Context: an optimization exercise on an open-source flow, tuned for small area, a short achievable clock period and few clock cycles per item. The choices shown serve that exercise and are no tape-out recipe. Only simulation tests tie the RTL to the original design; equivalence was not proved. Power figures rest on the tool's default switching activity, not on a simulated workload.

==> flow/design.v (excerpt) <==
module acc_correlator (
    input  wire        clk,
    input  wire        rst,              
    input  wire        cfg_valid,
    output wire        cfg_ready,
    input  wire [2:0]  cfg_op,
    input  wire [63:0] cfg_code,         
    input  wire [7:0]  cfg_len,
    input  wire [31:0] cfg_value,
    input  wire        cfg_detect_inv,
    input  wire        in_valid,
    output wire        in_ready,
    input  wire        in_bit,
    output wire        out_valid,
    output wire [2:0]  out_data,
    output wire        idle,
    output wire        configured,
    output wire        invert,
    output wire [5:0]  status,
    output wire        irq,
    output wire [15:0] bit_count,
    output wire [15:0] ambig_count,
    output wire [15:0] last_ambig_bit
);
Size: ~1,200 cells after synthesis, about 370 flip-flops, ~180 I/O pins, ~16,000 sq um of cells after synthesis.
export LEC_CHECK = 0
export CAP_MARGIN = 20
export CORE_MARGIN = 2
export CORE_UTILIZATION = 60
export PLACE_DENSITY = 0.7
export SLEW_MARGIN = 20
create_clock -name core_clock -period 10.0 [get_ports {clk}]
standard.sh (not shown) runs the stock make flow with config.mk's settings and CLKGATE_MAP_FILE= SYNTH_SCRIPT=/design/flow/synth_recipe.tcl, a recipe that flattens the netlist after the stock synthesis.
==> flow/flow/run.sh <==
#!/bin/bash
# The standard layout (standard.sh: standard synthesis, floorplan, power
# grid, placement, CTS, routing), with three layout choices:
#  - each port still gets its own buffer, a plain buf_1 instead of the default
#    delay buffer;
#  - clock tree synthesis without dummy loads;
set -euo pipefail
MARGIN=${MARGIN:-6.6}
bash standard.sh \
  "BUFFER_PORTS_ARGS=-buffer_cell sky130_fd_sc_hd__buf_1" \
  "CTS_ARGS=-sink_clustering_enable -repair_clock_nets -dont_use_dummy_load -sink_clustering_size 20 -sink_clustering_max_diameter 70 -buf_list {sky130_fd_sc_hd__clkbuf_8 sky130_fd_sc_hd__clkbuf_16}" \
  "SETUP_SLACK_MARGIN=$MARGIN" "TNS_END_PERCENT=100" \
  finish > flow_standard.log 2>&1
The first run passed the timing, DRC and antenna checks.
Testbench counts at the start, summed over its fixed seeds: cycles 32,024, items 32,000.
Rerun with:
--- a/flow/flow/run.sh
+++ b/flow/flow/run.sh
@@ -8 +8 @@
-MARGIN=${MARGIN:-6.6}
+MARGIN=${MARGIN:-6.0}
The changed run completed with no timing, DRC or antenna violations.
Worst setup slack gets worse by 220 ps.
Die area does not change.
Utilization goes down by 3.6 points.
Power falls by 4.7%.
Hold slack is worse by 15 ps.
Clock power came out higher by about 2%.
Wire length shrinks by 8.8%.
Clock skew barely changes.
Clock-buffer cell count climbs by 1.
Rerun with:
--- a/flow/flow/run.sh
+++ b/flow/flow/run.sh
@@ -8 +8 @@
-MARGIN=${MARGIN:-6.0}
+MARGIN=${MARGIN:-6.8}
- die area stays the same
- utilization is higher by 5.9 points
- cell count is higher by 3.9%
- hold slack is about the same
- worst setup slack improved by 310 ps
- routed wire length is higher by 14%
- maximum frequency is higher by 8.9%
- global-route usage is higher by 2.9 points
- critical path depth is higher by 4
Rerun with:
--- a/flow/flow/run.sh
+++ b/flow/flow/run.sh
@@ -11 +11 @@
-  "CTS_ARGS=-sink_clustering_enable -repair_clock_nets -dont_use_dummy_load -sink_clustering_size 20 -sink_clustering_max_diameter 70 -buf_list {sky130_fd_sc_hd__clkbuf_8 sky130_fd_sc_hd__clkbuf_16}" \
+  "CTS_ARGS=-sink_clustering_enable -repair_clock_nets -dont_use_dummy_load -sink_clustering_size 16 -sink_clustering_max_diameter 60 -buf_list {sky130_fd_sc_hd__clkbuf_8 sky130_fd_sc_hd__clkbuf_16}" \
=> The new run finished with timing, DRC and antenna clean. Worst setup slack is worse by 31 ps. Routed wire length rose by 5.6%. Die area is unchanged. Final cell count rose by 0.94%. Total power climbs by 5.8%. Fmax decreases by 0.88%. Clock skew goes down by 15 ps.
Rerun with:
--- a/flow/flow/run.sh
+++ b/flow/flow/run.sh
@@ -11 +11 @@
-  "CTS_ARGS=-sink_clustering_enable -repair_clock_nets -dont_use_dummy_load -sink_clustering_size 16 -sink_clustering_max_diameter 60 -buf_list {sky130_fd_sc_hd__clkbuf_8 sky130_fd_sc_hd__clkbuf_16}" \
+  "CTS_ARGS=-sink_clustering_enable -repair_clock_nets -dont_use_dummy_load -sink_clustering_size 24 -sink_clustering_max_diameter 80 -buf_list {sky130_fd_sc_hd__clkbuf_16}" \
The changed run completed with no timing, DRC or antenna violations.
Global-route usage goes down by 0.38 points.
Setup slack is worse by 9.5 ps.
Fmax is about the same.
Cell area goes down slightly.
Non-clock buffer count goes up by 3.
Via count hardly moves.
Synthesized cell count does not change.
Total power goes down by a few percent.
Cell count goes down slightly.
Rerun with:
--- a/flow/flow/run.sh
+++ b/flow/flow/run.sh
@@ -8 +8 @@
-MARGIN=${MARGIN:-6.8}
+MARGIN=${MARGIN:-6.4}
@@ -11 +11 @@
-  "CTS_ARGS=-sink_clustering_enable -repair_clock_nets -dont_use_dummy_load -sink_clustering_size 24 -sink_clustering_max_diameter 80 -buf_list {sky130_fd_sc_hd__clkbuf_16}" \
+  "CTS_ARGS=-sink_clustering_enable -repair_clock_nets -dont_use_dummy_load -sink_clustering_size 20 -sink_clustering_max_diameter 70 -buf_list {sky130_fd_sc_hd__clkbuf_8 sky130_fd_sc_hd__clkbuf_16}" \
=>
- wire length goes down by roughly a tenth
- via count came out lower by a few percent
- cell count decreases by a few percent
- hold slack loses 26 ps
- critical path depth falls by 3
- synthesized cell count stays the same
- global-route usage goes down by 1.6 points
- cell area fell by a little under a tenth

========
## v6
acc_correlator, a different RTL version from the one above (not shown whole).
Size: about 370 flip-flops, roughly 180 I/O pins.
==> flow/config.mk <==
export PLATFORM = sky130hd
export DESIGN_NAME = acc_correlator
export DESIGN_NICKNAME = acc_correlator
export VERILOG_FILES = /design/flow/design.v
export SDC_FILE = /design/flow/constraint.sdc
export NUM_CORES = 4
export LEC_CHECK = 0
export CAP_MARGIN = 20
export CORE_MARGIN = 2
export CORE_UTILIZATION = 60
export PLACE_DENSITY = 0.7
export SLEW_MARGIN = 20
==> flow/constraint.sdc <==
create_clock -name core_clock -period 10.0 [get_ports {clk}]
set_input_delay 2.0000 -clock core_clock [delete_from_list [all_inputs] [get_ports {clk}]]
set_output_delay 2.0000 -clock core_clock [all_outputs]
set_load 0.01 [all_outputs]
==> flow/flow/run.sh <==
#!/bin/bash
# The standard layout (standard.sh: standard synthesis, floorplan, power
# grid, placement, CTS, routing), with three layout choices:
#  - each port still gets its own buffer, a plain buf_1 instead of the default
#    delay buffer;
#  - clock tree synthesis without dummy loads;
set -euo pipefail
MARGIN=${MARGIN:-6.4}
bash standard.sh \
  "BUFFER_PORTS_ARGS=-buffer_cell sky130_fd_sc_hd__buf_1" \
  "CTS_ARGS=-sink_clustering_enable -repair_clock_nets -dont_use_dummy_load -sink_clustering_size 20 -sink_clustering_max_diameter 70 -buf_list {sky130_fd_sc_hd__clkbuf_8 sky130_fd_sc_hd__clkbuf_16}" \
  "SETUP_SLACK_MARGIN=$MARGIN" "TNS_END_PERCENT=100" \
  finish > flow_standard.log 2>&1
Testbench counts of v6, summed over its fixed seeds: cycles 32,024, items 32,000.
#### Input delta (v7 over v6)
- swapping 60 for 50 in CORE_UTILIZATION
- swapping 0.7 for 0.75 in PLACE_DENSITY
==> comparison <==
Reported for v7 and v6, netlist area before placement turned out identical to the last digit. Diff v7 and v6: fraction of met2 tracks used by global routing higher in v6. Between v6 and v7, the flow reports total number of vias increasing by a few percent. On first-pass iteration count of the detailed router: v7 sits above v6. Against v6, the final cell area of v7 is higher.

========
## lagoon
Starting RTL as in the previous note.
export LEC_CHECK = 0
export CAP_MARGIN = 20
export CORE_MARGIN = 2
export CORE_UTILIZATION = 60
export PLACE_DENSITY = 0.6
export SLEW_MARGIN = 20
create_clock -name core_clock -period 10.0 [get_ports {clk}]
Scripts as last shown in full above: flow/flow/run.sh
lagoon completed every stage of the flow, and the final layout passed the timing, DRC and antenna checks.
Testbench counts of lagoon, summed over its fixed seeds: cycles 32,024, items 32,000.
> inputs changed (lagoon -> amber)
Settings: changing PLACE_DENSITY from 0.6 to 0.7.
--- a/flow/flow/run.sh
+++ b/flow/flow/run.sh
@@ -6,2 +6,3 @@
 #  - clock tree synthesis without dummy loads;
+#  - timing repair aimed at a larger setup margin;
 set -euo pipefail
@@ -11,3 +12,3 @@
   "CTS_ARGS=-sink_clustering_enable -repair_clock_nets -dont_use_dummy_load -sink_clustering_size 20 -sink_clustering_max_diameter 70 -buf_list {sky130_fd_sc_hd__clkbuf_8 sky130_fd_sc_hd__clkbuf_16}" \
-  "SETUP_SLACK_MARGIN=$MARGIN" "TNS_END_PERCENT=100" \
+  "ADDER_MAP_FILE=" "SETUP_SLACK_MARGIN=$MARGIN" "TNS_END_PERCENT=100" \
   finish > flow_standard.log 2>&1
[summary]
amber: flow completed, timing, DRC and antenna clean. In the reports for lagoon and amber, the smaller synthesized cell area belongs to lagoon. amber — multi-input combinational cell count 289 higher, lagoon as reference. Layout overhead on the synthesized area, lagoon and amber: larger value in amber. The post-route fraction of the period consumed by the critical path was comparable across lagoon and amber.
Input changes introduced in willow (baseline for comparison: amber):
Settings: CORE_UTILIZATION: 60 -> 50; PLACE_DENSITY: 0.7 -> 0.75.
--- a/flow/flow/run.sh
+++ b/flow/flow/run.sh
@@ -6,5 +6,4 @@
 #  - clock tree synthesis without dummy loads;
-#  - timing repair aimed at a larger setup margin;
 set -euo pipefail
-MARGIN=${MARGIN:-6.4}
+MARGIN=${MARGIN:-6.2}
 bash standard.sh \
@@ -12,3 +11,3 @@
   "CTS_ARGS=-sink_clustering_enable -repair_clock_nets -dont_use_dummy_load -sink_clustering_size 20 -sink_clustering_max_diameter 70 -buf_list {sky130_fd_sc_hd__clkbuf_8 sky130_fd_sc_hd__clkbuf_16}" \
-  "ADDER_MAP_FILE=" "SETUP_SLACK_MARGIN=$MARGIN" "TNS_END_PERCENT=100" \
+  "SETUP_SLACK_MARGIN=$MARGIN" "TNS_END_PERCENT=100" \
   finish > flow_standard.log 2>&1
- [compare] base=amber new=willow: final cell count without fillers lower, cell total after placement lower, fraction of power consumed by the clock network higher, highest clock frequency the design can meet lower, initial antenna violation count lower.
- For synthesized cell count, dividing the value from amber by the value from willow gives 1.18.

## port drivers added, routing unchanged
No port has a modelled driver above. Below, the same layouts with a new extraction and two added sets of constraints.
Step 1 assumes that a clkbuf_16 drives the clock port and a buf_2 every other input.
Step 2 also shifts input and output timing later by t, the mid clock arrival at the registers, as if the neighbouring blocks saw the same clock.
a / b / c = ideal ports / drivers / drivers and shift; a / b = the first two.
| run | t (ns) | setup WS [ns] | worst setup path at the end | worst data-port slew with drivers (ns) | cell pins on the clock port's net |
|---|---|---|---|---|---|
| the first run of note 1 | 0.557 | 6.386 / 6.386 / 6.193 | input to register | 0.04 | 1 |
| the second run of note 1 | 0.571 | 6.171 / 6.171 / 5.869 | input to register | 0.04 | 1 |
| the third run of note 1 | 0.571 | 6.484 / 6.484 / 6.239 | input to register | 0.06 | 1 |
| the fourth run of note 1 | 0.597 | 6.453 / 6.453 / 6.166 | input to register | 0.05 | 1 |
| the fifth run of note 1 | 0.569 | 6.444 / 6.444 / 6.226 | input to register | 0.05 | 1 |
| the sixth run of note 1 | 0.567 | 6.440 / 6.440 / 6.054 | input to register | 0.06 | 1 |
| v6 | 0.564 | 6.407 / 6.407 / 5.996 | input to register | 0.08 | 1 |
| v7 | 0.556 | 6.469 / 6.469 / 6.027 | input to register | 0.06 | 1 |
| lagoon | 0.562 | 6.413 / 6.413 / 6.005 | input to register | 0.09 | 1 |
| amber | 0.579 | 6.399 / 6.399 / 5.999 | input to register | 0.08 | 1 |
| willow | 0.557 | 6.371 / 6.371 / 5.868 | input to register | 0.07 | 1 |
After both steps every run listed still meets setup and hold. For willow, which loses most, drivers alone change the setup slack by 0.000 ns; drivers and shift together by -0.503 ns.
